Source: an optimization exercise on an open RTL-to-GDS flow (aim: small area). Production flows keep margins and buffers that such runs may drop. Only simulation tests tie the RTL to the original design; equivalence was not proved. No activity file was given, so power comes from the tool's default toggle rates.

### design/flow/config.mk
export PLATFORM = sky130hd
export DESIGN_NAME = luxcp
export DESIGN_NICKNAME = luxcp
export VERILOG_FILES = /design/flow/design.v
export SDC_FILE = /design/flow/constraint.sdc
export NUM_CORES = 4
export LEC_CHECK = 0
export CAP_MARGIN = 20
export CORE_MARGIN = 2
export CORE_UTILIZATION = 40
export SLEW_MARGIN = 20
### design/flow/constraint.sdc
create_clock -name core_clock -period 30.0 [get_ports {clk}]
set_input_delay 6.0000 -clock core_clock [delete_from_list [all_inputs] [get_ports {clk}]]
set_output_delay 6.0000 -clock core_clock [all_outputs]
set_load 0.01 [all_outputs]
### design/flow/design.v
`timescale 1ns/1ps
`timescale 1ns/1ps
module luxcp #(
    parameter [7:0] CMD_RESULT          = 8'h00,
    parameter [7:0] CMD_CONFIG          = 8'h01,
    parameter [7:0] CMD_LOW_LIMIT       = 8'h02,
    parameter [7:0] CMD_HIGH_LIMIT      = 8'h03,
    parameter [7:0] CMD_MANUFACTURER_ID = 8'h7E,
    parameter [7:0] CMD_DEVICE_ID       = 8'h7F,
    parameter [7:0] POLL_MAX_ATTEMPTS   = 8'd250
) (
    input  wire        clk,
    input  wire        rst,
    input  wire [6:0]  cfg_addr,
    input  wire        req_valid,
    output wire        req_ready,
    input  wire [3:0]  req_op,
    input  wire [31:0] req_arg,
    output reg         rsp_valid,
    input  wire        rsp_ready,
    output wire [31:0] rsp_value,
    output wire [1:0]  rsp_err_class,
    output wire [15:0] rsp_err_code,
    output wire        busy,
    output wire [6:0]  st_addr,
    output wire [31:0] st_result_lux,
    output wire [31:0] st_high_lux,
    output wire [31:0] st_low_lux,
    output wire [17:0] st_result_err,
    output wire [17:0] st_high_err,
    output wire [17:0] st_low_err,
    output reg  [15:0] st_config,
    output wire        tp_req,
    output wire [2:0]  tp_prim,
    output wire [6:0]  tp_addr,
    output wire [7:0]  tp_wdata,
    input  wire        tp_ack,
    input  wire [7:0]  tp_rdata
);
    localparam [4:0] S_IDLE  = 5'd0,
                     S_CLR   = 5'd1,    
                     S_CLR2  = 5'd2,    
                     S_SH8   = 5'd3,    
                     S_TL0   = 5'd4,    
                     S_TLP   = 5'd5,    
                     S_DIV   = 5'd6,    
                     S_FL0   = 5'd7,    
                     S_SHL4  = 5'd8,    
                     S_MUL   = 5'd9,    
                     S_NORM  = 5'd10,   
                     S_NEG   = 5'd11,   
                     S_FIN   = 5'd12,
                     S_RSP   = 5'd13,
                     S_BEGIN = 5'b10000,
                     S_WCMD  = 5'b10001,
                     S_WDAT  = 5'b11001,
                     S_END   = 5'b10010,
                     S_REQ   = 5'b10011,
                     S_AVAIL = 5'b10100,
                     S_RD    = 5'b10101,
                     S_DELAY = 5'b10110;
    reg [4:0]  state;
    reg [31:0] W;
    reg [7:0]  C;        
    reg [5:0]  Y;        
    reg [1:0]  cy;       
    reg        f;        
    reg [3:0]  op;
    reg [1:0]  rc;       
    reg [6:0]  addr;
    reg [30:0] c_res, c_high, c_low;    
    reg [1:0]  k_res, k_high, k_low;
    assign req_ready = (state == S_IDLE) && !rst;
    assign busy      = (state != S_IDLE);
    assign st_addr   = addr;
    assign tp_addr   = addr;
    assign tp_req    = state[4];
    assign tp_prim   = state[2:0];
    wire op_id = (op == 4'd1) || (op == 4'd2);
    wire [7:0] cmd;
    assign cmd[7]   = 1'b0;
    assign cmd[6:2] = {5{op_id}};
    assign cmd[1]   = op_id | (op == 4'd5) | (op == 4'd6) | (op == 4'd8) | (op == 4'd9);
    assign cmd[0]   = (op_id & op[1]) | (op == 4'd3) | (op == 4'd7) | (op == 4'd5) | (op == 4'd8);
    assign tp_wdata = (state == S_WCMD) ? cmd : W[15:8];
    wire op_wr  = (op == 4'd7) || (op == 4'd8) || (op == 4'd9);
    wire op_lux = (op == 4'd4) || (op == 4'd5) || (op == 4'd6);
    assign rsp_value     = {W[31:12], W[11:1] & {11{~rc[1]}}, W[0]};
    assign rsp_err_class = rc;
    assign rsp_err_code  = {{4{rc[1]}}, W[11:1] & {11{rc[1]}}, 1'b0};
    assign st_result_lux = {1'b0, c_res[30], {2{~c_res[30] & c_res[27]}}, c_res[27:12],
                            c_res[11:1] & {11{~k_res[1]}}, c_res[0]};
    assign st_high_lux   = {1'b0, c_high[30], {2{~c_high[30] & c_high[27]}}, c_high[27:12],
                            c_high[11:1] & {11{~k_high[1]}}, c_high[0]};
    assign st_low_lux    = {1'b0, c_low[30], {2{~c_low[30] & c_low[27]}}, c_low[27:12],
                            c_low[11:1] & {11{~k_low[1]}}, c_low[0]};
    assign st_result_err = {k_res,  {4{k_res[1]}},  c_res[11:1]  & {11{k_res[1]}},  1'b0};
    assign st_high_err   = {k_high, {4{k_high[1]}}, c_high[11:1] & {11{k_high[1]}}, 1'b0};
    assign st_low_err    = {k_low,  {4{k_low[1]}},  c_low[11:1]  & {11{k_low[1]}},  1'b0};
    wire lead_hi = ~(W[23] | W[22]);
    wire lead_lo = ~(W[23] | W[22] | W[21] | W[20] | W[19]);
    wire inj     = f & ((W[21] & lead_hi) | ((W[18] | W[17]) & lead_lo));
    wire [7:0] r2  = {C[6:0], W[31] | inj};
    wire       qge = (r2 >= 8'd100);
    wire [7:0] r2s = r2 - 8'd100;
    wire [5:0] e10 = {2'b00, W[15:12]} + 6'd10;
    wire [7:0] bexp = W[30:23];
    wire nan    = (bexp == 8'hFF) && (W[22:0] != 23'd0);
    wire zres   = W[31] | nan | (bexp <= 8'd118);
    wire bigres = (bexp >= 8'd148);
    wire [5:0] nbexp = ~W[28:23];
    wire       g    = C[5] | (C[4] & C[3] & C[2]);
    wire [2:0] msum = {2'b00, W[4] & ~g} + {2'b00, W[1] & ~g} + {2'b00, W[0] & ~g} + {1'b0, cy};
    wire       y44  = (Y == 6'd44);
    wire       mround = ~f & y44;
    wire       mkeep  = f;
    wire [1:0] mcy  = mround ? (msum[2:1] + {1'b0, msum[0]}) : msum[2:1];
    wire [2:0] nsum = {2'b00, ~W[4]} + {2'b00, ~W[2]} + {1'b0, cy};
    wire nbig = (W[27:12] != 16'd0);
    wire avail_ok = (tp_rdata[7:1] != 7'd0);
    always @(posedge clk) begin
        if (rst) begin
            state     <= S_IDLE;
            addr      <= cfg_addr;
            rsp_valid <= 1'b0;
            c_res     <= 31'd0;
            c_high    <= 31'd0;
            c_low     <= 31'd0;
            k_res     <= 2'd0;
            k_high    <= 2'd0;
            k_low     <= 2'd0;
            st_config <= 16'd0;
        end else begin
            case (state)
                S_IDLE: begin
                    if (req_valid) begin
                        op <= req_op;
                        W  <= req_arg;
                        rc <= 2'd0;
                        f  <= 1'b0;
                        C  <= 8'd0;
                        case (req_op)
                            4'd7:        state <= S_BEGIN;
                            4'd8, 4'd9,
                            4'd11:       state <= S_FL0;
                            4'd10:       state <= S_TL0;
                            default:     state <= S_CLR;
                        endcase
                    end
                end
                S_CLR, S_CLR2: begin
                    if (C[5]) begin
                        C <= 8'd0;
                        if (state == S_CLR2) state <= S_END;
                        else if (op == 4'd11) state <= S_FIN;
                        else state <= S_BEGIN;
                    end else begin
                        W <= {W[30:0], (state == S_CLR) & f & C[4]};
                        C <= C + 8'd1;
                    end
                end
                S_SH8: begin
                    if (C[3]) begin
                        C <= 8'd0;
                        state <= op_wr ? S_WDAT : S_RD;
                    end else begin
                        W <= {W[30:0], 1'b0};
                        C <= C + 8'd1;
                    end
                end
                S_SHL4: begin
                    if (C[2]) begin
                        C  <= 8'd0;
                        cy <= {rc[1], 1'b0};
                        f  <= 1'b0;
                        state <= rc[1] ? S_NEG : S_MUL;
                    end else begin
                        W <= {W[30:0], 1'b0};
                        C <= C + 8'd1;
                    end
                end
                S_BEGIN: if (tp_ack) state <= S_WCMD;
                S_WCMD: begin
                    if (tp_ack) begin
                        f <= 1'b0;
                        state <= op_wr ? S_WDAT : S_END;
                    end
                end
                S_WDAT: begin
                    if (tp_ack) begin
                        f <= 1'b1;
                        state <= f ? S_CLR2 : S_SH8;
                    end
                end
                S_END: begin
                    if (tp_ack) begin
                        W[7:0] <= tp_rdata;
                        if (tp_rdata != 8'd0) begin
                            rc <= 2'd2;
                            state <= S_SHL4;
                        end else if (op_wr) begin
                            state <= S_FIN;
                        end else begin
                            state <= S_REQ;
                        end
                    end
                end
                S_REQ: begin
                    if (tp_ack) begin
                        C <= 8'd0;
                        state <= S_AVAIL;
                    end
                end
                S_AVAIL: begin
                    if (tp_ack) begin
                        f <= 1'b0;
                        if (avail_ok) begin
                            C <= 8'd0;
                            state <= S_RD;
                        end else begin
                            C <= C + 8'd1;
                            state <= S_DELAY;
                        end
                    end
                end
                S_DELAY: begin
                    if (tp_ack) begin
                        if (C == POLL_MAX_ATTEMPTS) begin
                            rc <= 2'd1;
                            state <= S_FIN;
                        end else begin
                            state <= S_AVAIL;
                        end
                    end
                end
                S_RD: begin
                    if (tp_ack) begin
                        W[7:0] <= tp_rdata;
                        f <= 1'b1;
                        if (!f) state <= S_SH8;
                        else if (op_lux) state <= S_TL0;
                        else state <= S_FIN;
                    end
                end
                S_TL0: begin
                    Y <= e10;
                    C <= 8'd0;
                    f <= 1'b0;
                    state <= S_TLP;
                end
                S_TLP: begin
                    if (C[4] & C[2]) begin
                        C <= 8'd0;
                        state <= S_DIV;
                    end else begin
                        W <= {W[30:0], 1'b0};
                        C <= C + 8'd1;
                    end
                end
                S_DIV: begin
                    if (f & W[23]) begin
                        W[31:23] <= {1'b0, ~Y[5], Y[5], Y[5], Y[4:0]};
                        state <= S_FIN;
                    end else if (Y == 6'd55) begin
                        state <= S_FIN;           
                    end else begin
                        C <= {1'b0, qge ? r2s[6:0] : r2[6:0]};
                        W <= {W[30:0], qge};
                        if (qge) f <= 1'b1;
                        else if (!f) Y <= Y - 6'd1;
                    end
                end
                S_FL0: begin
                    C <= 8'd0;
                    f <= 1'b0;
                    if (zres | bigres) begin
                        f <= ~zres;
                        state <= S_CLR;
                    end else begin
                        Y <= nbexp;
                        W[31:23] <= 9'h001;
                        state <= S_SHL4;
                    end
                end
                S_MUL: begin
                    if (Y == 6'd11) begin
                        C <= 8'd0;
                        state <= S_NORM;
                    end else begin
                        W  <= {mkeep & msum[0], W[31:1]};
                        cy <= mcy;
                        if (mround) f <= 1'b1;
                        Y <= Y - 6'd1;
                        C <= C + 8'd1;
                    end
                end
                S_NORM: begin
                    if (nbig & (C[3:0] != 4'd15)) begin
                        W <= {1'b0, W[31:1]};
                        C <= C + 8'd1;
                    end else if (nbig) begin
                        f <= 1'b1;
                        C <= 8'd0;
                        state <= S_CLR;
                    end else begin
                        W[15:12] <= C[3:0];
                        C <= 8'd0;
                        state <= (op == 4'd11) ? S_FIN : S_BEGIN;
                    end
                end
                S_NEG: begin
                    if (C[4:0] == 5'd31) begin
                        state <= S_FIN;
                    end else begin
                        W  <= {nsum[0] & (C < 8'd11), W[31:1]};
                        cy <= nsum[2:1];
                        C  <= C + 8'd1;
                    end
                end
                S_FIN: begin
                    rsp_valid <= 1'b1;
                    state <= S_RSP;
                    case (op)
                        4'd3: if (rc == 2'd0) st_config <= W[15:0];
                        4'd4: begin c_res  <= W[30:0]; k_res  <= rc; end
                        4'd5: begin c_high <= W[30:0]; k_high <= rc; end
                        4'd6: begin c_low  <= W[30:0]; k_low  <= rc; end
                        default: ;
                    endcase
                end
                S_RSP: begin
                    if (rsp_ready) begin
                        rsp_valid <= 1'b0;
                        state <= S_IDLE;
                    end
                end
                default: state <= S_IDLE;
            endcase
        end
    end
endmodule
### design/flow/run.sh
#!/bin/bash
# synth_recipe.tcl (not shown) runs the flow's synth.tcl, then flattens the netlist and writes it again
# the make line also repeats each setting of config.mk as NAME=value (left out here)
make -C /OpenROAD-flow-scripts/flow DESIGN_CONFIG=/design/flow/config.mk WORK_HOME=/design/flow/orfs CLKGATE_MAP_FILE= SYNTH_SCRIPT=/design/flow/synth_recipe.tcl finish
==> impl_metrics.toml, run 1 <==
[run_status]
status = "no timing/DRC/antenna violations"

[cts]
post_cts_resized = 0
postCtsSetupRepairBufs = 0
cts_tree = "built"
clk_latency_ns = 0.44
clkTransAtPathRegs_ns = 0.07
htree_levels = 4
cts_root_buffer = "clkbuf_16"
cts_buffers = 17
clockBufferDepth = 2
cts_sinks = 177
holdBufCountCts = 0

[grt]
first_global_vias = 8963
antenna_found_initial = 2
grt_max_degree = 92
grt_overflow = 0
grt_usage_pct = 24.9
grt_pass1_wl_mm = 54.5

[setup_path]
path_max_fanout = 35
crit_arrival_ns = 7.02
crit_start = "rst"
cp-start-kind = "input pin"
crit_chain = "buf_4, nor2_1, clkdlybuf4s50_1"
cp.required_ns = 24.00
cp-end-kind = "primary output"
crit_slowest_cell = "clkdlybuf4s50_1"
rr_startpoint = "state[1]"
path_class = "in2out"
critical-path-max-stage-delay_ns = 0.50

[job]
maxCapViolCount = 0

[floorplanning]
dieArea_mm2 = 0.0278
start_util_pct = 40.7
fp-row-count = 59
fp.dieH_um = 167
die_w_um = 167
coreArea_mm2 = 0.0260
pin_count = 301

[yosys]
synth-edff-count = 62
async_reset_ff_share_pct = 0
synthCells = 1297
synth_ff_type = "dfxtp_1"
ys_ff_latch = 177
syn_avg_cell_area_um2 = 8.16
synth_area_mm2 = 0.0106
synthDistinctLibCells = 75
yosys_warnings = 1
synth_seq_area_share_pct = 39.4

[route]
first_pass_iters = 12
drc = 0
drtIter0Drc = 1037
finalWirelength_mm = 35.5
via_per_inst = 5.51
dr_total_vias = 9712
ant_nets = 0
wl_per_cell_um = 20.2

[sta]
final.setup.tns_ns = 0
final.period_utilization_pct = 43.4
rsz0062_at_grt = "no"
hold_violations = 0
drv_slew = 0
final.min_clock_period_ns = 13.02
relSlewSlack_pct = 29.1
tightest_slew_ns = 1.06
layout_setup_ws_ns = 16.98
setup_viol = 0
clock_skew_ns = 0.0127
max_freq_mhz = 76.8

[worst_hold_path]
hold_start = "c_low[21]"
min_path_type = "reg2reg"

[layout]
seqCellArea_mm2 = 0.00416
mostFrequentLayoutCells = "clkdlybuf4s50_1 (292), nand2_1 (252), a21oi_1 (141), dfxtp_1 (115), nor2_1 (68)"
fill_cells = 2499
multi_input_area_mm2 = 0.00502
final_nets = 1487
syn_to_final_growth_pct = 26.4
layout_commonest_cell = "clkdlybuf4s50_1"
layout-drive-gt1-share_pct = 4.98

[pwr]
p_switching_mw = 0.429
p_seq_share_pct = 39.7
combinationalPowerShare_pct = 37.7
power.density_mw_per_mm2 = 76.0
switching_share_pct = 42.2
clock_power_share_pct = 22.6
p_leak_nw = 4.83
ir_drop_v = 0.0000398
power.internal_mw = 0.588

[place]
placement.io_buffers = 293
place_congestion = 0.929
dp_hpwl_mm = 25.5
pre_cts_slack_ns = 17.01
per-stage QoR:
step / util [%] / area (um^2) / std cells / power, mW / hold WS (ns)
2_1_floorplan: - / 10600 / 1303 / 0.623 / 0.437
3_3_place_gp: 49.1 / 12800 / 1728 / 0.782 / 0.442
4_1_cts: 51.4 / 13400 / 1760 / 1.02 / 0.456
3_5_place_dp: 49.1 / 12800 / 1728 / 0.785 / 0.446
5_1_grt: 51.5 / 13400 / 1762 / 1.07 / 0.472
6_report: 51.5 / 13400 / 1762 / 1.02 / 0.453
synthesized netlist by cell type (27+ instances only):
| cell | n | area, um^2 |
|---|---|---|
| dfxtp_1 | 115 | 2300 |
| and2_1 | 56 | 350 |
| nor2_1 | 71 | 267 |
| a21oi_1 | 141 | 706 |
| nand2_1 | 252 | 946 |
| o21ai_0 | 27 | 135 |
| edfxtp_1 | 62 | 1860 |
| buf_2 | 39 | 195 |
| buf_4 | 112 | 841 |
| clkbuf_1 | 59 | 221 |
| nor2b_1 | 53 | 332 |
| a222oi_1 | 29 | 290 |
| inv_1 | 32 | 120 |
worst paths after layout:
kind,endpoint,slack [ns],cells past startpoint
max,req_ready,16.98,3
min,c_low[21],0.45,2
max reg2reg,W[0],26.50,8
min reg2reg,c_low[21],0.45,2
worst max-delay path, delay by kind of cell:
family                 cells  cell delay [ns]
buffers and inverters      2             0.86
AND/OR/NAND/NOR            1             0.12
flip-flops by register name, indices dropped and copies added, names as in the netlist:
name	flops
W	32
Y	6
k_high	2
rsp_valid	1
C	8
st_config	16
state	5
f	1
c_res	29
c_low	29
rc	2
addr	7
k_res	2
op	4
k_low	2
cy	2
c_high	29
power groups by stage:
stage | Combinational, mW | Sequential, mW | Clock [mW]
2_1_floorplan | 0.296 | 0.328 | 0
3_3_place_gp | 0.374 | 0.408 | 0
3_5_place_dp | 0.376 | 0.408 | 0
4_1_cts | 0.379 | 0.403 | 0.234
5_1_grt | 0.413 | 0.411 | 0.245
6_report | 0.383 | 0.404 | 0.230
kinds of logic (layout without fill, tap and decap cells):
logic type,after synthesis,in the layout,share of synthesized area (%)
fa+ha+maj,19,19,2.46
flops,177,177,39.4
other cells,1,9,0.0354
simple gates,544,544,24.8
mux,21,21,2.00
buf+inv,250,372,13.6
compound gates,272,272,16.7
xor+xnor,13,13,1.08
cell type report:
type,count,share of cell area (%)
Sequential cell,177,31.1
Inverter,33,0.926
Multi-Input combinational cell,876,37.5
Clock inverter,14,1.17
Clock buffer,18,3.37
Tap cell,335,3.13
Antenna cell,2,0.0374
Timing Repair Buffer,307,22.7
layer usage:
| layer | global-route usage [%] | share of wire (%) | up-vias |
|---|---|---|---|
| met5 | 0 | 0 | - |
| met4 | 6.78 | 2.3 | 0 |
| met3 | 3.85 | 6.6 | 49 |
| met2 | 41.3 | 48 | 438 |
| met1 | 34.0 | 43 | 4621 |
| li1 | - | - | 4604 |
==> run 2: changes to the inputs <==
==> design/flow/flow/run.sh (new file) <==
#!/bin/bash
set -euo pipefail
export BUFFER_PORTS_ARGS="-buffer_cell sky130_fd_sc_hd__buf_1"
export REMOVE_ABC_BUFFERS=1
bash standard.sh > standard_flow.log 2>&1
==> design/flow/standard.sh (new file) <==
#!/bin/bash
# synth_recipe.tcl (not shown) runs the flow's synth.tcl, then flattens the netlist and writes it again
# the make line also repeats each setting of config.mk as NAME=value (left out here)
make -C /OpenROAD-flow-scripts/flow DESIGN_CONFIG=/design/flow/config.mk WORK_HOME=/design/flow/orfs CLKGATE_MAP_FILE= SYNTH_SCRIPT=/design/flow/synth_recipe.tcl "${@:-finish}"
removed: design/flow/run.sh
==> run 2 against run 1 <==
Compared with the run above:
- still clean on timing, DRC and antenna
- global-route usage decreased by 0.95 points
- register-to-register slack worse by 0.09 ns
- sequential share of layout area is 4.8 points higher
- critical path type unchanged
==> impl_metrics.toml, run 2 <==
[setup_path]
crit_start = "rst"
cp.required_ns = 24.00
reg2reg_depth = 8
cp-end-kind = "primary output"
path_max_fanout = 3
r2r_setup_slack_ns = 26.41
crit_buf_inv = 2
crit_chain = "clkbuf_4, nor2_1, buf_1"
path_class = "in2out"
rr_endpoint = "W[7]"
critical-path-max-stage-delay_ns = 0.18
worst_path_dominant_cell_family = "buffers and inverters"
rr_startpoint = "state[1]"
crit_slowest_cell = "clkbuf_4"
crit_arrival_ns = 6.50
cp-start-kind = "input pin"

[floorplanning]
die_w_um = 167
dieArea_mm2 = 0.0278
start_util_pct = 40.7
fp-row-count = 59
fp.dieH_um = 167
pin_count = 301
coreArea_mm2 = 0.0260

[pwr]
ir_drop_v = 0.0000482
p_leak_nw = 4.14
power.density_mw_per_mm2 = 82.8

[route]
first_pass_iters = 9
via_per_inst = 5.51
drtIter0Drc = 1323
finalWirelength_mm = 34.2
drc = 0
dr_total_vias = 9726
ant_nets = 0
wl_per_cell_um = 19.4

[worst_hold_path]
min_to = "c_high[19]"
min_path_type = "reg2reg"
min_path_cells = 2
hold_start = "c_high[19]"

[grt]
grt_overflow = 0
antenna_found_initial = 0
first_global_vias = 8884
grt_usage_pct = 24.0
grt_max_degree = 68
grt_pass1_wl_mm = 52.5

[cts]
holdBufCountCts = 0
cts_buffers = 17
cts_root_buffer = "clkbuf_16"
cts_tree = "built"
clkTransAtPathRegs_ns = 0.08
postCtsSetupRepairBufs = 0
htree_levels = 4
post_cts_resized = 0
clk_latency_ns = 0.44
clockBufferDepth = 2
cts_sinks = 177

[yosys]
synthCells = 1297
synth-edff-count = 62
async_reset_ff_share_pct = 0
synth_top_area_share_pct = 21.8
syn_avg_cell_area_um2 = 8.16
ys_ff_latch = 177
synth_area_mm2 = 0.0106
synth_seq_area_share_pct = 39.4
synthDistinctLibCells = 75
synth_area_leaders = "dfxtp_1 (22%), edfxtp_1 (18%), nand2_1 (8.9%)"
yosys.area.top_type = "dfxtp_1"
synth.most_common_cell = "nand2_1"
yosys-top-cells-count = "nand2_1 (252), a21oi_1 (141), dfxtp_1 (115)"
yosys_warnings = 1
synth_ff_type = "dfxtp_1"

[sta]
hold_violations = 0
final.period_utilization_pct = 41.7
final.setup.tns_ns = 0
clock_skew_ns = 0.0141
layout_setup_ws_ns = 17.50
relSlewSlack_pct = 28.0
tightest_slew_ns = 1.08
rsz0062_at_grt = "no"
max_freq_mhz = 80.0
drv_slew = 0
setup_viol = 0
final.min_clock_period_ns = 12.50

[layout]
final_nets = 1491
post-route-util_pct = 44.6
multi_input_area_mm2 = 0.00502
seqCellArea_mm2 = 0.00416
layout-drive-gt1-share_pct = 5.11
fin_cells = 1764
largest_register_ffs = 32
top_register = "W"
mostFrequentLayoutCells = "buf_1 (292), nand2_1 (252), a21oi_1 (141), dfxtp_1 (115), nor2_1 (68)"
layout_commonest_cell = "buf_1"
antenna_cells = 0
fill_cells = 2635
syn_to_final_growth_pct = 9.58

[job]
maxCapViolCount = 0

[place]
dp_cells = 1732
place_congestion = 0.973
pre_cts_slack_ns = 17.50
placement.io_buffers = 293
dp_hpwl_mm = 24.5

[run_status]
status = "no timing/DRC/antenna violations"
run 2: changes by cell type in the layout (fill, tap and decap cells not counted), sizes merged:
cell and change:
buf +295, clkdlybuf4s50 -292, clkinv +3, diode -2, inv -2
run 2: cell type report:
class                           count  area share (%)
Sequential cell                   177            35.9
Inverter                           33            1.07
Multi-Input combinational cell    876            43.3
Timing Repair Buffer              311            10.7
Tap cell                          335            3.62
Clock inverter                     15            1.75
Clock buffer                       17            3.67
run 2: tightest hold or removal path, stage by stage, from the launching register on:
cell	delay, ns
dfxtp_1	0.31
nand2_1	0.05
a21oi_1	0.05
run 2: cells by family (layout without fill, tap and decap cells):
group           Yosys count  after routing  share of synthesized area [%]
fa+ha+maj                19             19                           2.46
other cells               1              7                         0.0354
xor+xnor                 13             13                           1.08
mux                      21             21                           2.00
buf+inv                 250            376                           13.6
flops                   177            177                           39.4
compound gates          272            272                           16.7
simple gates            544            544                           24.8
run 2: worst max path at each step:
| stage | end | slack (ns) | cells after the start |
|---|---|---|---|
| final | req_ready | 17.50 | 3 |
| after global routing | req_ready | 17.46 | 3 |
| after CTS | req_ready | 17.50 | 3 |
| after detailed placement | req_ready | 17.50 | 3 |
| after global placement | req_ready | 17.48 | 3 |
| after floorplan | req_ready | 17.81 | 1 |
run 2: stage by stage:
stage / area (um^2) / hold slack [ns] / power, mW
floorplan: 9290 / 0.434 / 0.579
global placement: 11000 / 0.442 / 0.723
detailed placement: 11000 / 0.446 / 0.728
CTS: 11600 / 0.458 / 0.960
global route: 11600 / 0.476 / 1.02
finish: 11600 / 0.457 / 0.960
run 2: layer usage:
| metal | vias up | share of wire, % | global-route usage (%) |
|---|---|---|---|
| li1 | 4599 | - | - |
| met3 | 62 | 7.0 | 4.11 |
| met4 | 0 | 2.6 | 7.27 |
| met2 | 496 | 50 | 41.0 |
| met1 | 4569 | 41 | 31.1 |
| met5 | - | 0 | 0 |
run 2: report_power, final:
part / total (mW) / switching [mW] / internal [mW]
clock network: 0.232 / 0.117 / 0.115
logic: 0.336 / 0.216 / 0.120
registers: 0.391 / 0.0892 / 0.302
==> run 3: changes to the inputs <==
==> design/flow/flow/run.sh (replaced) <==
#!/bin/bash
set -euo pipefail
export BUFFER_PORTS_ARGS="-buffer_cell sky130_fd_sc_hd__buf_1"
export REMOVE_ABC_BUFFERS=1
export CTS_ARGS="-sink_clustering_enable -repair_clock_nets -dont_use_dummy_load -buf_list sky130_fd_sc_hd__clkbuf_8 -sink_clustering_size 30 -sink_clustering_max_diameter 100"
bash standard.sh > standard_flow.log 2>&1
--- a/design/flow/config.mk
+++ b/design/flow/config.mk
@@ -5,7 +5,7 @@
 export SDC_FILE = /design/flow/constraint.sdc
 export NUM_CORES = 4
 export LEC_CHECK = 0
-export CAP_MARGIN = 20
+export CAP_MARGIN = 0
 export CORE_MARGIN = 2
 export CORE_UTILIZATION = 40
-export SLEW_MARGIN = 20
+export SLEW_MARGIN = 0
==> run 3 against run 2 <==
Compared with the run above:
- setup slack stayed put
- largest power group unchanged
- first-iteration DRC count is 8.6% lower
- critical endpoint unchanged
- critical path type unchanged
- synthesized cell count stayed put
- still clean on timing, DRC and antenna
- combinational power hardly changed
- total power is 11% lower
- final cell count is 0.85% lower
- via count is 0.54% lower
- synthesized area stayed put
- sequential power hardly changed
- routed wire length hardly changed
- design area is 3.4% lower
==> impl_metrics.toml, run 3 <==
[cts]
clkTransAtPathRegs_ns = 0.07
htree_levels = 4
post_cts_resized = 0
clockBufferDepth = 2
clk_latency_ns = 0.48
cts_buffers = 17
cts_root_buffer = "clkbuf_8"
postCtsSetupRepairBufs = 0
cts_tree = "built"
holdBufCountCts = 0
cts_sinks = 177

[run_status]
status = "no timing/DRC/antenna violations"

[layout]
top_register = "W"
largest_register_ffs = 32
syn_to_final_growth_pct = 5.85
antenna_cells = 0
layout-drive-gt1-share_pct = 4.10
final_nets = 1491
layout_commonest_cell = "buf_1"
mostFrequentLayoutCells = "buf_1 (292), nand2_1 (252), a21oi_1 (141), dfxtp_1 (115), nor2_1 (68)"

[grt]
antenna_found_initial = 0
grt_max_degree = 68
grt_usage_pct = 23.9
first_global_vias = 8828
grt_pass1_wl_mm = 52.4
grt_overflow = 0

[sta]
final.min_clock_period_ns = 12.50
max_freq_mhz = 80.0
relSlewSlack_pct = 26.4
drv_slew = 0
tightest_slew_ns = 1.10
hold_violations = 0
final.setup.tns_ns = 0
final.period_utilization_pct = 41.7
whs_ns = 0.458
rsz0062_at_grt = "no"
clock_skew_ns = 0.0541
setup_viol = 0

[yosys]
synth.most_common_cell = "nand2_1"
yosys-top-cells-count = "nand2_1 (252), a21oi_1 (141), dfxtp_1 (115)"
synthCells = 1297
async_reset_ff_share_pct = 0
synthDistinctLibCells = 75
syn_avg_cell_area_um2 = 8.16
synth_area_mm2 = 0.0106
yosys.area.top_type = "dfxtp_1"
synth-edff-count = 62
synth_area_leaders = "dfxtp_1 (22%), edfxtp_1 (18%), nand2_1 (8.9%)"
synth_top_area_share_pct = 21.8
synth_ff_type = "dfxtp_1"
synth_seq_area_share_pct = 39.4
ys_ff_latch = 177
yosys_warnings = 1

[place]
place_congestion = 0.973
placement.io_buffers = 293
dp_hpwl_mm = 24.5

[route]
first_pass_iters = 9
ant_nets = 0
wl_per_cell_um = 19.6
via_per_inst = 5.53
finalWirelength_mm = 34.2
dr_total_vias = 9673
drc = 0
drtIter0Drc = 1209

[floorplanning]
start_util_pct = 40.7
die_w_um = 167
fp-row-count = 59
coreArea_mm2 = 0.0260
pin_count = 301
dieArea_mm2 = 0.0278
fp.dieH_um = 167

[pwr]
p_seq_share_pct = 45.9
clock_power_share_pct = 14.8
ir_drop_v = 0.0000329
combinationalPowerShare_pct = 39.3
power.density_mw_per_mm2 = 76.3
power.internal_mw = 0.473
p_leak_nw = 3.96
switching_share_pct = 44.6
p_switching_mw = 0.381

[setup_path]
crit_arrival_ns = 6.50
worst_path_dominant_cell_family = "buffers and inverters"
path_class = "in2out"
cp.required_ns = 24.00
cp-end-kind = "primary output"
crit_chain = "clkbuf_4, nor2_1, buf_1"
crit_buf_inv = 2
path_max_fanout = 3
critical-path-max-stage-delay_ns = 0.18
cp-start-kind = "input pin"
crit_slowest_cell = "clkbuf_4"

[job]
maxCapViolCount = 0

[worst_hold_path]
min_path_type = "reg2reg"
run 3: cell counts after synthesis:
No cell type changed its count.
run 3: path summary, 6_finish.rpt:
kind / start / endpoint / slack (ns) / depth (start not counted)
setup / recovery: rst / req_ready / 17.50 / 3
hold reg to reg: c_low[14] / c_low[14] / 0.46 / 2
setup reg to reg: state[1] / W[7] / 26.45 / 8
hold / removal: c_low[14] / c_low[14] / 0.46 / 2
run 3: layout make-up:
cell class	instances	area (um^2)
Timing Repair Buffer	311	1240
Multi-Input combinational cell	876	5020
Clock buffer	17	234
Fill cell	2681	14800
Sequential cell	177	4160
Tap cell	335	419
Inverter	33	124
run 3: through the flow:
step / total power, mW / instances / worst slack [ns] / utilization [%] / area (um^2)
after floorplan: 0.579 / 1086 / 17.81 / - / 9290
after global placement: 0.723 / 1732 / 17.48 / 42.2 / 11000
after global routing: 0.911 / 1749 / 17.46 / 43.1 / 11200
final: 0.854 / 1749 / 17.50 / 43.1 / 11200
after CTS: 0.855 / 1749 / 17.50 / 43.1 / 11200
after detailed placement: 0.728 / 1732 / 17.50 / 42.2 / 11000
run 3: power by group through the flow:
stage | sequential [mW] | combinational [mW] | clock, mW
6_report | 0.392 | 0.336 | 0.127
3_3_place_gp | 0.396 | 0.327 | 0
4_1_cts | 0.392 | 0.333 | 0.131
2_1_floorplan | 0.376 | 0.203 | 0
3_5_place_dp | 0.397 | 0.331 | 0
5_1_grt | 0.400 | 0.371 | 0.140
run 3: worst reg2reg max path: stages (launching register included):
cell	delay, ns
dfxtp_1	0.34
buf_4	0.34
or2_1	0.39
nor2_1	0.16
inv_2	0.17
nor2_2	0.11
a2111oi_2	0.41
nand3b_1	0.27
a2111oi_2	0.98
run 3: cells by family (layout without fill, tap and decap cells):
kind of cell | after synthesis | count (layout) | share of synthesized area (%)
DFF | 177 | 177 | 39.4
muxes | 21 | 21 | 2.00
AOI/OAI and AO/OA | 272 | 272 | 16.7
and+or+nand+nor | 544 | 544 | 24.8
xor gates and xnor gates | 13 | 13 | 1.08
adders and majority gates | 19 | 19 | 2.46
buffers and inverters | 250 | 361 | 13.6
other | 1 | 7 | 0.0354
run 3: routing by layer:
layer	up-vias	wire [um]	GRT usage (%)
met5	-	0	0
met4	0	807	7.35
met3	50	2420	4.02
met2	494	16900	40.8
met1	4551	14100	31.1
li1	4578	-	-
==> run 4: changes to the inputs <==
==> design/flow/flow/run.sh (replaced) <==
#!/bin/bash
set -euo pipefail
export BUFFER_PORTS_ARGS="-buffer_cell sky130_fd_sc_hd__buf_1"
export REMOVE_ABC_BUFFERS=1
export CTS_ARGS="-sink_clustering_enable -repair_clock_nets -dont_use_dummy_load -buf_list sky130_fd_sc_hd__clkbuf_16 -sink_clustering_size 40 -sink_clustering_max_diameter 150"
bash standard.sh > standard_flow.log 2>&1
--- a/design/flow/config.mk
+++ b/design/flow/config.mk
@@ -8,4 +8,5 @@
 export CAP_MARGIN = 0
 export CORE_MARGIN = 2
 export CORE_UTILIZATION = 40
+export GPL_TIMING_DRIVEN = 0
 export SLEW_MARGIN = 0
==> run 4 against run 3 <==
Compared with the run above:
- highest routed layer unchanged
- largest power group unchanged
- global-route usage is 0.27 points lower
- non-clock buffer count fell by 11
- still clean on timing, DRC and antenna
- synthesized cell count unchanged
- critical path depth is 1 higher
- register-to-register slack worse by 0.72 ns
- setup slack worse by 0.57 ns
- clock power grew 44%
==> impl_metrics.toml, run 4 <==
[yosys]
synth_area_leaders = "dfxtp_1 (22%), edfxtp_1 (18%), nand2_1 (8.9%)"
synth_seq_area_share_pct = 39.4
syn_avg_cell_area_um2 = 8.16
yosys-top-cells-count = "nand2_1 (252), a21oi_1 (141), dfxtp_1 (115)"
synth-edff-count = 62
yosys.area.top_type = "dfxtp_1"
synth_area_mm2 = 0.0106
synth_ff_type = "dfxtp_1"
synth_top_area_share_pct = 21.8
yosys_warnings = 1
synthCells = 1297
async_reset_ff_share_pct = 0
synth.most_common_cell = "nand2_1"
synthDistinctLibCells = 75
ys_ff_latch = 177

[layout]
multi_input_area_mm2 = 0.00503
layout-drive-gt1-share_pct = 3.49
final_nets = 1480
mostFrequentLayoutCells = "buf_1 (292), nand2_1 (252), a21oi_1 (141), dfxtp_1 (115), nor2_1 (68)"
top_register = "W"
syn_to_final_growth_pct = 7.64
fill_cells = 2683
final_area_mm2 = 0.0114
layout_commonest_cell = "buf_1"
fin_cells = 1739
seqCellArea_mm2 = 0.00416
largest_register_ffs = 32

[cts]
htree_levels = 4
cts_buffers = 17
clkTransAtPathRegs_ns = 0.05
clk_latency_ns = 0.44
cts_tree = "built"
clockBufferDepth = 2
postCtsSetupRepairBufs = 0
post_cts_resized = 0
cts_sinks = 177
cts_root_buffer = "clkbuf_16"
holdBufCountCts = 0

[sta]
final.period_utilization_pct = 43.6
layout_setup_ws_ns = 16.93
rsz0062_at_grt = "no"
clock_skew_ns = 0.0328
setup_viol = 0
relSlewSlack_pct = 11.0
drv_slew = 0
hold_violations = 0
final.min_clock_period_ns = 13.07
tightest_slew_ns = 1.33
final.setup.tns_ns = 0
max_freq_mhz = 76.5

[setup_path]
path_max_fanout = 50
cp-end-kind = "primary output"
worst_path_dominant_cell_family = "buffers and inverters"
rr_endpoint = "W[7]"
worstSetupPathDepth = 4
cp.required_ns = 24.00
crit_arrival_ns = 7.07
crit_buf_inv = 3
cp-start-kind = "input pin"
crit_start = "rst"
crit_slowest_cell = "buf_2"
path_class = "in2out"
crit_end = "req_ready"
rr_startpoint = "state[1]"
r2r_setup_slack_ns = 25.73
crit_chain = "buf_2, buf_12, nor2_1, buf_1"
reg2reg_depth = 7
critical-path-max-stage-delay_ns = 0.48

[pwr]
p_total_mw = 0.911
combinationalPowerShare_pct = 34.3
ir_drop_v = 0.0000473
p_switching_mw = 0.390
switching_share_pct = 42.8
power.density_mw_per_mm2 = 80.0
power.internal_mw = 0.521
p_seq_share_pct = 45.6
clock_power_share_pct = 20.0
p_leak_nw = 4.02

[route]
drtIter0Drc = 1208
via_per_inst = 5.51
dr_total_vias = 9581
wl_per_cell_um = 19.5
finalWirelength_mm = 33.9
drc = 0
ant_nets = 0
first_pass_iters = 7

[place]
pre_cts_slack_ns = 16.96
dp_cells = 1721
postPlaceCellArea_mm2 = 0.0110
dp_hpwl_mm = 24.5
place_congestion = 0.939
placement.io_buffers = 293

[grt]
grt_max_degree = 51
grt_pass1_wl_mm = 51.9
first_global_vias = 8726
grt_overflow = 0
grt_usage_pct = 23.7
antenna_found_initial = 1

[floorplanning]
fp.dieH_um = 167
fp-row-count = 59
dieArea_mm2 = 0.0278
die_w_um = 167
pin_count = 301
start_util_pct = 40.7
coreArea_mm2 = 0.0260

[run_status]
status = "no timing/DRC/antenna violations"

[job]
maxCapViolCount = 0

[worst_hold_path]
min_path_type = "reg2reg"
[run 4: cell type report]
type | instances | share of cell area [%]
Timing Repair Buffer | 300 | 10.7
Sequential cell | 177 | 36.6
Clock buffer | 17 | 3.74
Multi-Input combinational cell | 876 | 44.2
Tap cell | 335 | 3.68
Antenna cell | 1 | 0.0220
Inverter | 33 | 1.09
[run 4: worst min-delay path by stage]
stage	startpoint	end	slack, ns	cells past startpoint
finish	c_high[25]	c_high[25]	0.45	2
global route	c_high[24]	c_high[24]	0.47	2
CTS	c_high[25]	c_high[25]	0.45	2
detailed placement	c_res[17]	c_res[17]	0.45	2
global placement	c_low[16]	c_low[16]	0.44	2
floorplan	c_high[10]	c_high[10]	0.43	2
[run 4: stage by stage]
step	hold WS [ns]	util, %
3_5_place_dp	0.446	42.2
3_3_place_gp	0.442	41.6
5_1_grt	0.467	43.8
6_report	0.454	43.8
4_1_cts	0.453	43.8
2_1_floorplan	0.434	-
[run 4: kinds of logic (layout without fill, tap and decap cells)]
group,count (synthesis),in the layout,share of synthesized area [%]
adder cells (fa/ha/maj),19,19,2.46
other,1,8,0.0354
multiplexers,21,21,2.00
flip-flops,177,177,39.4
buffers and inverters,250,350,13.6
XOR/XNOR,13,13,1.08
AND/OR/NAND/NOR,544,544,24.8
AO/OA/AOI/OAI,272,272,16.7
[run 4: worst register-to-register path, stage by stage, from the launching register on]
cell,delay [ns]
dfxtp_1,1.17
or2_1,0.48
nor2_1,0.15
inv_2,0.16
nor2_2,0.10
a2111oi_2,0.47
nand3b_1,0.31
a2111oi_2,1.02
[run 4: per-layer routing]
metal,routed length (um),global-route usage [%],up-vias
met5,0,0,-
met3,2160,3.52,53
met1,14400,31.2,4552
met2,16500,40.2,413
met4,822,7.12,0
li1,-,-,4563
[run 4: power by group through the flow]
stage / Clock, mW / Combinational (mW) / Sequential [mW]
finish: 0.183 / 0.313 / 0.416
floorplan: 0 / 0.203 / 0.376
global placement: 0 / 0.301 / 0.417
detailed placement: 0 / 0.310 / 0.418
global route: 0.194 / 0.346 / 0.424
CTS: 0.186 / 0.312 / 0.413
==> run 5: changes to the inputs <==
==> design/flow/flow/run.sh (replaced) <==
#!/bin/bash
set -euo pipefail
export BUFFER_PORTS_ARGS="-buffer_cell sky130_fd_sc_hd__buf_1"
export REMOVE_ABC_BUFFERS=1
export CTS_ARGS="-sink_clustering_enable -repair_clock_nets -dont_use_dummy_load -buf_list sky130_fd_sc_hd__clkbuf_8 -sink_clustering_size 20 -sink_clustering_max_diameter 60"
bash standard.sh > standard_flow.log 2>&1
==> run 5 against run 4 <==
Compared with the run above:
- total power shrank 6.1%
- register-to-register slack improved by 0.04 ns
- maximum frequency barely moved
- critical path depth stayed put
- global-route usage barely moved
- largest power group unchanged
==> impl_metrics.toml, run 5 <==
[run_status]
status = "no timing/DRC/antenna violations"

[setup_path]
cp.required_ns = 24.00
crit_slowest_cell = "buf_2"
cp-start-kind = "input pin"
cp-end-kind = "primary output"
crit_arrival_ns = 7.06
path_max_fanout = 50
crit_chain = "buf_2, buf_12, nor2_1, buf_1"
crit_buf_inv = 3
critical-path-max-stage-delay_ns = 0.48
path_class = "in2out"
worst_path_dominant_cell_family = "buffers and inverters"

[layout]
final_nets = 1480
final_area_mm2 = 0.0112
layout_commonest_cell = "buf_1"
fin_cells = 1739
largest_register_ffs = 32
layout-drive-gt1-share_pct = 3.49
top_register = "W"
mostFrequentLayoutCells = "buf_1 (292), nand2_1 (252), a21oi_1 (141), dfxtp_1 (115), nor2_1 (68)"
syn_to_final_growth_pct = 5.83

[cts]
postCtsSetupRepairBufs = 0
clk_latency_ns = 0.47
post_cts_resized = 0
cts_buffers = 17
clkTransAtPathRegs_ns = 0.06
clockBufferDepth = 2
htree_levels = 4
cts_root_buffer = "clkbuf_8"
cts_sinks = 177
holdBufCountCts = 0
cts_tree = "built"

[place]
place_congestion = 0.939
dp_cells = 1721
placement.io_buffers = 293
postPlaceCellArea_mm2 = 0.0110
pre_cts_slack_ns = 16.96
dp_hpwl_mm = 24.5

[grt]
first_global_vias = 8722
grt_overflow = 0
grt_pass1_wl_mm = 51.9
antenna_found_initial = 1
use_met3_pct = 3.73
grt-busiest-layer = "met2"
grt_max_degree = 51
grt_usage_pct = 23.6
use_met2_pct = 40.0
met1_usage_pct = 31.2

[yosys]
synthDistinctLibCells = 75
synth.most_common_cell = "nand2_1"
yosys_warnings = 1
synth_top_area_share_pct = 21.8
synthCells = 1297
syn_avg_cell_area_um2 = 8.16
synth_area_mm2 = 0.0106
yosys.area.top_type = "dfxtp_1"
synth_area_leaders = "dfxtp_1 (22%), edfxtp_1 (18%), nand2_1 (8.9%)"
ys_ff_latch = 177
async_reset_ff_share_pct = 0
yosys-top-cells-count = "nand2_1 (252), a21oi_1 (141), dfxtp_1 (115)"
synth_seq_area_share_pct = 39.4
synth_ff_type = "dfxtp_1"
synth-edff-count = 62

[sta]
final.period_utilization_pct = 43.5
final.setup.tns_ns = 0
rsz0062_at_grt = "no"
max_freq_mhz = 76.6
clock_skew_ns = 0.0490
layout_setup_ws_ns = 16.94
hold_violations = 0
final.min_clock_period_ns = 13.06
drv_slew = 0
tightest_slew_ns = 1.34
relSlewSlack_pct = 10.9
setup_viol = 0

[route]
drc = 0
dr_total_vias = 9550
first_pass_iters = 6
drtIter0Drc = 1340
wl_per_cell_um = 19.5
ant_nets = 0
via_per_inst = 5.49
finalWirelength_mm = 33.9

[pwr]
p_seq_share_pct = 48.5
power.density_mw_per_mm2 = 76.4
p_leak_nw = 3.93
ir_drop_v = 0.0000302
p_switching_mw = 0.383
switching_share_pct = 44.7
power.internal_mw = 0.473
p_total_mw = 0.855
combinationalPowerShare_pct = 36.5
clock_power_share_pct = 14.9

[worst_hold_path]
min_path_type = "reg2reg"

[floorplanning]
fp-row-count = 59
pin_count = 301
dieArea_mm2 = 0.0278
fp.dieH_um = 167
start_util_pct = 40.7
die_w_um = 167
coreArea_mm2 = 0.0260

[job]
maxCapViolCount = 0
[run 5: cell counts after synthesis]
No cell type changed its count.
[run 5: layer usage]
layer / wire length (um) / vias to the layer above
met2: 16500 / 409
met5: 0 / -
met3: 2200 / 44
met4: 796 / 0
met1: 14400 / 4539
li1: - / 4558
[run 5: final timing paths]
| path | endpoint | cells past startpoint | startpoint | slack [ns] |
|---|---|---|---|---|
| worst min register to register | c_high[25] | 2 | c_high[25] | 0.46 |
| worst min-delay path | c_high[25] | 2 | c_high[25] | 0.46 |
| worst max-delay path | req_ready | 4 | rst | 16.94 |
| worst max register to register | W[7] | 7 | state[1] | 25.77 |
[run 5: logic make-up (layout without fill, tap and decap cells)]
family          count (synthesis)  count (layout)  share of synthesized area [%]
buf+inv                       250             350                           13.6
compound gates                272             272                           16.7
xor+xnor                       13              13                           1.08
flops                         177             177                           39.4
simple gates                  544             544                           24.8
other cells                     1               8                         0.0354
mux                            21              21                           2.00
fa+ha+maj                      19              19                           2.46
[run 5: power by group through the flow]
stage | sequential [mW] | combinational [mW] | clock (mW)
3_3_place_gp | 0.417 | 0.301 | 0
6_report | 0.415 | 0.313 | 0.128
4_1_cts | 0.413 | 0.312 | 0.131
5_1_grt | 0.424 | 0.346 | 0.139
3_5_place_dp | 0.418 | 0.310 | 0
2_1_floorplan | 0.376 | 0.203 | 0
[run 5: worst min-delay path: stages, from the launching register on]
cell	delay [ns]
dfxtp_1	0.30
nand2_1	0.05
a21oi_1	0.05
[run 5: cell type report]
class | instances | area (um^2)
inverters | 33 | 124
flip-flops and latches | 177 | 4160
multi-input cells | 876 | 5030
clock buffers | 17 | 234
fillers | 2700 | 14800
repair buffers | 300 | 1220
diodes | 1 | 2.50
well taps | 335 | 419
[run 5: per-stage QoR]
step	hold WS, ns	util (%)
2_1_floorplan	0.434	-
4_1_cts	0.455	43.1
3_5_place_dp	0.446	42.2
5_1_grt	0.471	43.1
6_report	0.456	43.1
3_3_place_gp	0.442	41.6
==> run 6: changes to the inputs <==
--- a/design/flow/design.v
+++ b/design/flow/design.v
@@ -29,7 +29,7 @@
     output wire [17:0] st_result_err,
     output wire [17:0] st_high_err,
     output wire [17:0] st_low_err,
-    output reg  [15:0] st_config,
+    output wire [15:0] st_config,
     output wire        tp_req,
     output wire [2:0]  tp_prim,
     output wire [6:0]  tp_addr,
@@ -69,7 +69,8 @@
     reg [1:0]  rc;       
     reg [6:0]  addr;
     reg [30:0] c_res, c_high, c_low;    
-    reg [1:0]  k_res, k_high, k_low;
+    reg [15:0] c_cfg;                   
+    assign st_config = {c_cfg[15:12], ~c_cfg[11:1], c_cfg[0]};
     assign req_ready = (state == S_IDLE) && !rst;
     assign busy      = (state != S_IDLE);
     assign st_addr   = addr;
@@ -88,15 +89,20 @@
     assign rsp_value     = {W[31:12], W[11:1] & {11{~rc[1]}}, W[0]};
     assign rsp_err_class = rc;
     assign rsp_err_code  = {{4{rc[1]}}, W[11:1] & {11{rc[1]}}, 1'b0};
-    assign st_result_lux = {1'b0, c_res[30], {2{~c_res[30] & c_res[27]}}, c_res[27:12],
-                            c_res[11:1] & {11{~k_res[1]}}, c_res[0]};
-    assign st_high_lux   = {1'b0, c_high[30], {2{~c_high[30] & c_high[27]}}, c_high[27:12],
-                            c_high[11:1] & {11{~k_high[1]}}, c_high[0]};
-    assign st_low_lux    = {1'b0, c_low[30], {2{~c_low[30] & c_low[27]}}, c_low[27:12],
-                            c_low[11:1] & {11{~k_low[1]}}, c_low[0]};
-    assign st_result_err = {k_res,  {4{k_res[1]}},  c_res[11:1]  & {11{k_res[1]}},  1'b0};
-    assign st_high_err   = {k_high, {4{k_high[1]}}, c_high[11:1] & {11{k_high[1]}}, 1'b0};
-    assign st_low_err    = {k_low,  {4{k_low[1]}},  c_low[11:1]  & {11{k_low[1]}},  1'b0};
+    function [49:0] cache_out(input [30:0] c);
+        reg ez, k0, k1;
+        begin
+            ez = ~(c[30] | c[27]);
+            k0 = ez & c[13];
+            k1 = ez & c[12];
+            cache_out = {1'b0, c[30], {2{~c[30] & c[27]}}, c[27:14],
+                         c[13] & ~ez, c[12] & ~ez, ~(c[11:1] | {11{k1}}), c[0],
+                         k1, k0, {4{k1}}, ~(c[11:1] | {11{~k1}}), 1'b0};
+        end
+    endfunction
+    assign {st_result_lux, st_result_err} = cache_out(c_res);
+    assign {st_high_lux,   st_high_err}   = cache_out(c_high);
+    assign {st_low_lux,    st_low_err}    = cache_out(c_low);
     wire lead_hi = ~(W[23] | W[22]);
     wire lead_lo = ~(W[23] | W[22] | W[21] | W[20] | W[19]);
     wire inj     = f & ((W[21] & lead_hi) | ((W[18] | W[17]) & lead_lo));
@@ -118,18 +124,24 @@
     wire [2:0] nsum = {2'b00, ~W[4]} + {2'b00, ~W[2]} + {1'b0, cy};
     wire nbig = (W[27:12] != 16'd0);
     wire avail_ok = (tp_rdata[7:1] != 7'd0);
+    wire        fin  = (state == S_FIN);
+    wire [30:0] Wz   = rst ? {19'd0, 11'h7FF, 1'b0} :
+                       {W[30:14], W[13] | rc[0], W[12] | rc[1], ~W[11:1], W[0]};
+    wire en_cfg  = rst | (fin & (op == 4'd3) & (rc == 2'd0));
+    wire en_res  = rst | (fin & (op == 4'd4));
+    wire en_high = rst | (fin & (op == 4'd5));
+    wire en_low  = rst | (fin & (op == 4'd6));
+    always @(posedge clk) begin
+        if (en_cfg)  c_cfg <= Wz[15:0];
+        if (en_res)  c_res  <= Wz;
+        if (en_high) c_high <= Wz;
+        if (en_low)  c_low  <= Wz;
+    end
     always @(posedge clk) begin
         if (rst) begin
             state     <= S_IDLE;
             addr      <= cfg_addr;
             rsp_valid <= 1'b0;
-            c_res     <= 31'd0;
-            c_high    <= 31'd0;
-            c_low     <= 31'd0;
-            k_res     <= 2'd0;
-            k_high    <= 2'd0;
-            k_low     <= 2'd0;
-            st_config <= 16'd0;
         end else begin
             case (state)
                 S_IDLE: begin
@@ -161,8 +173,7 @@
                 end
                 S_SH8: begin
                     if (C[3]) begin
-                        C <= 8'd0;
-                        state <= op_wr ? S_WDAT : S_RD;
+                        state <= op_wr ? S_WDAT : S_RD;    
                     end else begin
                         W <= {W[30:0], 1'b0};
                         C <= C + 8'd1;
@@ -182,14 +193,12 @@
                 S_BEGIN: if (tp_ack) state <= S_WCMD;
                 S_WCMD: begin
                     if (tp_ack) begin
-                        f <= 1'b0;
                         state <= op_wr ? S_WDAT : S_END;
                     end
                 end
                 S_WDAT: begin
                     if (tp_ack) begin
-                        f <= 1'b1;
-                        state <= f ? S_CLR2 : S_SH8;
+                        state <= C[3] ? S_CLR2 : S_SH8;    
                     end
                 end
                 S_END: begin
@@ -213,7 +222,6 @@
                 end
                 S_AVAIL: begin
                     if (tp_ack) begin
-                        f <= 1'b0;
                         if (avail_ok) begin
                             C <= 8'd0;
                             state <= S_RD;
@@ -236,8 +244,7 @@
                 S_RD: begin
                     if (tp_ack) begin
                         W[7:0] <= tp_rdata;
-                        f <= 1'b1;
-                        if (!f) state <= S_SH8;
+                        if (!C[3]) state <= S_SH8;
                         else if (op_lux) state <= S_TL0;
                         else state <= S_FIN;
                     end
@@ -320,13 +327,6 @@
                 S_FIN: begin
                     rsp_valid <= 1'b1;
                     state <= S_RSP;
-                    case (op)
-                        4'd3: if (rc == 2'd0) st_config <= W[15:0];
-                        4'd4: begin c_res  <= W[30:0]; k_res  <= rc; end
-                        4'd5: begin c_high <= W[30:0]; k_high <= rc; end
-                        4'd6: begin c_low  <= W[30:0]; k_low  <= rc; end
-                        default: ;
-                    endcase
                 end
                 S_RSP: begin
                     if (rsp_ready) begin
==> design/flow/flow/run.sh (replaced) <==
#!/bin/bash
set -euo pipefail
export BUFFER_PORTS_ARGS="-buffer_cell sky130_fd_sc_hd__buf_1"
export REMOVE_ABC_BUFFERS=1
export CTS_ARGS="-sink_clustering_enable -repair_clock_nets -dont_use_dummy_load -buf_list sky130_fd_sc_hd__clkbuf_16 -sink_clustering_size 50 -sink_clustering_max_diameter 200"
bash standard.sh > standard_flow.log 2>&1
==> run 6 against run 5 <==
Compared with the run above:
- still clean on timing, DRC and antenna
- clock skew is 0.026 ns lower
- design area is 0.85% lower
- via count is 14% lower
- critical path depth is 1 lower
- largest cell class is now sequential cells
- largest power group unchanged
==> impl_metrics.toml, run 6 <==
[sta]
max_freq_mhz = 77.2
drv_slew = 0
final.min_clock_period_ns = 12.95
relSlewSlack_pct = 8.77
clock_skew_ns = 0.0230
whs_ns = 0.565
tightest_slew_ns = 1.36
final.setup.tns_ns = 0
hold_violations = 0
final.period_utilization_pct = 43.2
rsz0062_at_grt = "no"
setup_viol = 0

[layout]
largest_register_ffs = 32
top_register = "W"
antenna_cells = 0
layout_commonest_cell = "buf_1"
fill_cells = 2430
layout-drive-gt1-share_pct = 4.23
mostFrequentLayoutCells = "buf_1 (292), edfxtp_1 (165), nor2_1 (138), nand2_1 (73), inv_1 (53)"
final_nets = 1236
fin_cells = 1489
syn_to_final_growth_pct = 10.1

[cts]
clkTransAtPathRegs_ns = 0.05
htree_levels = 4
cts_root_buffer = "clkbuf_16"
clockBufferDepth = 2
clk_latency_ns = 0.42
postCtsSetupRepairBufs = 0
cts_sinks = 171
cts_tree = "built"
cts_buffers = 17
post_cts_resized = 0
holdBufCountCts = 0

[setup_path]
cp-end-kind = "primary output"
worstSetupPathDepth = 3
path_class = "in2out"
rr_startpoint = "state[4]"
crit_slowest_cell = "buf_2"
crit_end = "req_ready"
rr_endpoint = "W[24]"
r2r_setup_slack_ns = 26.02
path_max_fanout = 31
cp.required_ns = 24.00
crit_chain = "buf_2, nor2_1, buf_1"
critical-path-max-stage-delay_ns = 0.63
worst_path_dominant_cell_family = "buffers and inverters"
crit_start = "rst"
crit_arrival_ns = 6.95
crit_buf_inv = 2
reg2reg_depth = 6
cp-start-kind = "input pin"

[grt]
grt_overflow = 0
first_global_vias = 7701
grt_max_degree = 46
grt_usage_pct = 22.8
grt_pass1_wl_mm = 45.2
antenna_found_initial = 0

[yosys]
synthDistinctLibCells = 79
yosys.area.top_type = "edfxtp_1"
synth-edff-count = 165
synth_area_leaders = "edfxtp_1 (49%), buf_4 (8.6%), nor2_1 (5.1%)"
synth_seq_area_share_pct = 50.3
synth.most_common_cell = "edfxtp_1"
async_reset_ff_share_pct = 0
yosys_warnings = 1
synth_area_mm2 = 0.0101
synth_top_area_share_pct = 49.1
synth_ff_type = "edfxtp_1"
ys_ff_latch = 171
synthCells = 998
yosys-top-cells-count = "edfxtp_1 (165), nor2_1 (138), buf_4 (116)"
syn_avg_cell_area_um2 = 10.1

[floorplanning]
die_w_um = 163
coreArea_mm2 = 0.0250
fp.dieH_um = 163
start_util_pct = 40.4
pin_count = 301
fp-row-count = 58
dieArea_mm2 = 0.0265

[place]
placement.io_buffers = 293
dp_hpwl_mm = 23.1
dp_cells = 1472
place_congestion = 0.927

[route]
dr_total_vias = 8234
drtIter0Drc = 806
first_pass_iters = 8
finalWirelength_mm = 31.0
wl_per_cell_um = 20.8
drc = 0
ant_nets = 0
via_per_inst = 5.53

[worst_hold_path]
min_path_type = "reg2reg"

[run_status]
status = "no timing/DRC/antenna violations"

[job]
maxCapViolCount = 0

[pwr]
p_leak_nw = 3.89
power.density_mw_per_mm2 = 92.6
ir_drop_v = 0.0000393
[run 6: metrics by stage]
stage	power, mW	instance area, um^2	setup slack (ns)	utilization [%]
floorplan	0.674	9040	17.81	-
global placement	0.845	10600	16.21	42.3
detailed placement	0.850	10700	17.03	42.7
CTS	1.03	11100	17.03	44.4
global route	1.09	11100	16.99	44.5
finish	1.03	11100	17.05	44.5
[run 6: how the worst min path moves through the flow]
stage | from | end | slack [ns] | cells past startpoint
3_5_place_dp | rsp_valid | rsp_valid | 0.55 | 2
6_report | rsp_valid | rsp_valid | 0.57 | 2
2_1_floorplan | rsp_valid | rsp_valid | 0.51 | 2
5_1_grt | rsp_valid | rsp_valid | 0.57 | 2
3_3_place_gp | rsp_valid | rsp_valid | 0.54 | 2
4_1_cts | rsp_valid | rsp_valid | 0.56 | 2
[run 6: power breakdown]
group          internal (mW)  switching [mW]  leakage, nW
Combinational          0.141           0.248         2.05
Clock                 0.0985          0.0800        0.209
Sequential             0.352           0.109         1.63
Total                  0.592           0.436         3.89
[run 6: worst reg2reg max path: stages, from the launching register on]
cell and delay [ns]:
dfxtp_1 1.03, nor2b_1 0.43, nand2_1 0.31, o22ai_1 0.14, nor3b_1 0.28, o21ai_0 0.28
nor3_1 1.13
[run 6: metal layers]
layer | share of wire [%] | GRT usage, % | vias to the layer above | wire length [um]
met5 | 0 | 0 | - | 0
met4 | 4.7 | 11.6 | 0 | 1460
met3 | 7.0 | 4.61 | 72 | 2160
met2 | 50 | 39.2 | 412 | 15400
met1 | 39 | 27.1 | 3966 | 12000
li1 | - | - | 3784 | -
[run 6: layout make-up]
cell class	instances	area, um^2	area share (%)
Clock buffer	17	425	3.83
Sequential cell	171	5080	45.7
Tap cell	330	413	3.72
Multi-Input combinational cell	618	3810	34.3
Inverter	55	206	1.86
Timing Repair Buffer	298	1170	10.6
[run 6: cells by family (layout without fill, tap and decap cells)]
group | Yosys count | in the layout | share of synthesized area [%]
other | 1 | 7 | 0.0372
buffers and inverters | 215 | 370 | 12.6
xor gates and xnor gates | 12 | 12 | 1.04
adders and majority gates | 19 | 19 | 2.58
AOI/OAI and AO/OA | 183 | 183 | 13.2
muxes | 1 | 1 | 0.0993
DFF | 171 | 171 | 50.3
and+or+nand+nor | 396 | 396 | 20.1
==> run 7: changes to the inputs <==
==> design/flow/flow/run.sh (replaced) <==
#!/bin/bash
set -euo pipefail
export BUFFER_PORTS_ARGS="-buffer_cell sky130_fd_sc_hd__buf_1"
export REMOVE_ABC_BUFFERS=1
export CTS_ARGS="-sink_clustering_enable -repair_clock_nets -dont_use_dummy_load -buf_list sky130_fd_sc_hd__clkbuf_8 -sink_clustering_size 20 -sink_clustering_max_diameter 60"
bash standard.sh > standard_flow.log 2>&1
==> run 7 against run 6 <==
Compared with the run above:
- critical path depth stayed put
- still clean on timing, DRC and antenna
- die area stayed put
- final cell count stayed put
- critical path type unchanged
- total power is 5.4% lower
- clock power is about 30% lower
- register-to-register slack better by 0.03 ns
- global-route usage hardly changed
- via count hardly changed
- design area is 1.7% lower
- largest power group unchanged
- critical endpoint unchanged
- synthesized area stayed put
==> impl_metrics.toml, run 7 <==
[place]
placement.io_buffers = 293
place_congestion = 0.927
dp_hpwl_mm = 23.1

[setup_path]
cp.required_ns = 24.00
path_class = "in2out"
r2r_setup_slack_ns = 26.05
cp-end-kind = "primary output"
cp-start-kind = "input pin"
crit_arrival_ns = 6.95
path_max_fanout = 31

[route]
drc = 0
finalWirelength_mm = 31.0
ant_nets = 0
via_per_inst = 5.53
wl_per_cell_um = 20.8
drtIter0Drc = 889
topRoutingLayerUsed = "met4"
dr_wl_met3_mm = 2.19
first_pass_iters = 6
dr_total_vias = 8228
wl_met2_mm = 15.4
wl_met1_mm = 11.9

[yosys]
syn_avg_cell_area_um2 = 10.1
ys_ff_latch = 171
yosys.area.top_type = "edfxtp_1"
synth_area_leaders = "edfxtp_1 (49%), buf_4 (8.6%), nor2_1 (5.1%)"
yosys_warnings = 1
synthCells = 998
synth_top_area_share_pct = 49.1
yosys-top-cells-count = "edfxtp_1 (165), nor2_1 (138), buf_4 (116)"
synth_seq_area_share_pct = 50.3
async_reset_ff_share_pct = 0
synth.most_common_cell = "edfxtp_1"
synth-edff-count = 165
synthDistinctLibCells = 79
synth_area_mm2 = 0.0101
synth_ff_type = "edfxtp_1"

[grt]
grt_max_degree = 46
first_global_vias = 7700
grt_overflow = 0
grt_pass1_wl_mm = 45.1
antenna_found_initial = 0
grt_usage_pct = 22.8

[cts]
cts_sinks = 171
holdBufCountCts = 0
clkTransAtPathRegs_ns = 0.07
cts_root_buffer = "clkbuf_8"
clockBufferDepth = 2
post_cts_resized = 0
cts_buffers = 17
clk_latency_ns = 0.46
postCtsSetupRepairBufs = 0
cts_tree = "built"
htree_levels = 4

[sta]
setup_viol = 0
final.setup.tns_ns = 0
drv_slew = 0
rsz0062_at_grt = "no"
tightest_slew_ns = 1.32
hold_violations = 0
final.period_utilization_pct = 43.2
whs_ns = 0.567
final.min_clock_period_ns = 12.95
relSlewSlack_pct = 11.1
clock_skew_ns = 0.0370
max_freq_mhz = 77.2

[floorplanning]
die_w_um = 163
fp-row-count = 58
start_util_pct = 40.4
coreArea_mm2 = 0.0250
fp.dieH_um = 163
dieArea_mm2 = 0.0265
pin_count = 301

[layout]
post-route-util_pct = 43.7
syn_to_final_growth_pct = 8.22
antenna_cells = 0
layout-drive-gt1-share_pct = 4.23
final_nets = 1236
layout_commonest_cell = "buf_1"
mostFrequentLayoutCells = "buf_1 (292), edfxtp_1 (165), nor2_1 (138), nand2_1 (73), inv_1 (53)"
largest_register_ffs = 32
fill_cells = 2456
top_register = "W"

[pwr]
p_leak_nw = 3.80
ir_drop_v = 0.0000303
power.density_mw_per_mm2 = 89.2

[run_status]
status = "no timing/DRC/antenna violations"

[worst_hold_path]
min_path_type = "reg2reg"

[job]
maxCapViolCount = 0
## run 7: cell counts after synthesis
No cell type changed its count.
## run 7: cells by family (layout without fill, tap and decap cells)
logic type / Yosys count / in the layout / synth area share, %
compound gates: 183 / 183 / 13.2
xor+xnor: 12 / 12 / 1.04
fa+ha+maj: 19 / 19 / 2.58
buf+inv: 215 / 370 / 12.6
flops: 171 / 171 / 50.3
mux: 1 / 1 / 0.0993
other cells: 1 / 7 / 0.0372
simple gates: 396 / 396 / 20.1
## run 7: power by group
| part | total, mW | internal, mW | switching [mW] | leakage (nW) |
|---|---|---|---|---|
| sequential | 0.460 | 0.352 | 0.108 | 1.63 |
| clock | 0.124 | 0.0501 | 0.0737 | 0.122 |
| combinational | 0.389 | 0.141 | 0.248 | 2.05 |
## run 7: worst max-delay path: stages
cell    delay [ns]
buf_2         0.62
nor2_1        0.14
buf_1         0.16
## run 7: metal layers
layer	global-route usage, %	up-vias
li1	-	3783
met1	27.1	3961
met2	39.0	414
met3	4.35	70
met4	12.0	0
met5	0	-
## run 7: final timing paths
check	cells past startpoint	end	start
max reg2reg	6	W[24]	state[4]
min reg2reg	2	rsp_valid	rsp_valid
max	3	req_ready	rst
min	2	rsp_valid	rsp_valid
## run 7: per-stage QoR
step	total power, mW	setup slack (ns)	area (um^2)	cells
after detailed placement	0.850	17.03	10700	1472
after global routing	1.03	16.99	10900	1489
final	0.973	17.05	10900	1489
after floorplan	0.674	17.81	9040	844
after global placement	0.845	16.21	10600	1467
after CTS	0.972	17.03	10900	1489
## run 7: area by class of cell
type                            count  area, um^2  share of cell area, %
Timing Repair Buffer              298        1170                   10.7
Clock buffer                       17         234                   2.14
Sequential cell                   171        5080                   46.5
Multi-Input combinational cell    618        3810                   34.9
Tap cell                          330         413                   3.78
Inverter                           55         206                   1.89

afterwards: timing with drivers on the ports:
Ports are ideal in the flow. The routed layouts listed here were re-timed in OpenROAD. Step 1 sets driving cells, clkbuf_16 on the clock port and buf_2 on the other inputs (assumed; they add their load-dependent delay and slew). Step 2 also shifts input and output timing later by t, the mid clock arrival at the registers, as if the neighbouring blocks saw the same clock. a / b / c = ideal / step 1 / step 2; a / b = the first two.
run	t, ns	setup WS [ns]	hold WS [ns]
run 1	0.484	16.981 / 16.922 / 16.922	0.453 / 0.453 / 0.453
run 2	0.482	17.502 / 17.472 / 17.472	0.457 / 0.457 / 0.457
run 3	0.496	17.502 / 17.472 / 17.472	0.458 / 0.458 / 0.458
run 4	0.473	16.929 / 16.903 / 16.903	0.454 / 0.454 / 0.454
run 5	0.494	16.939 / 16.912 / 16.912	0.456 / 0.456 / 0.456
run 6	0.465	17.048 / 17.026 / 17.026	0.565 / 0.565 / 0.565
run 7	0.488	17.047 / 17.025 / 17.025	0.567 / 0.567 / 0.567
After both steps every run listed still meets setup and hold. For run 1, which loses most, drivers alone change the setup slack by -0.059 ns; drivers and shift together by -0.059 ns.
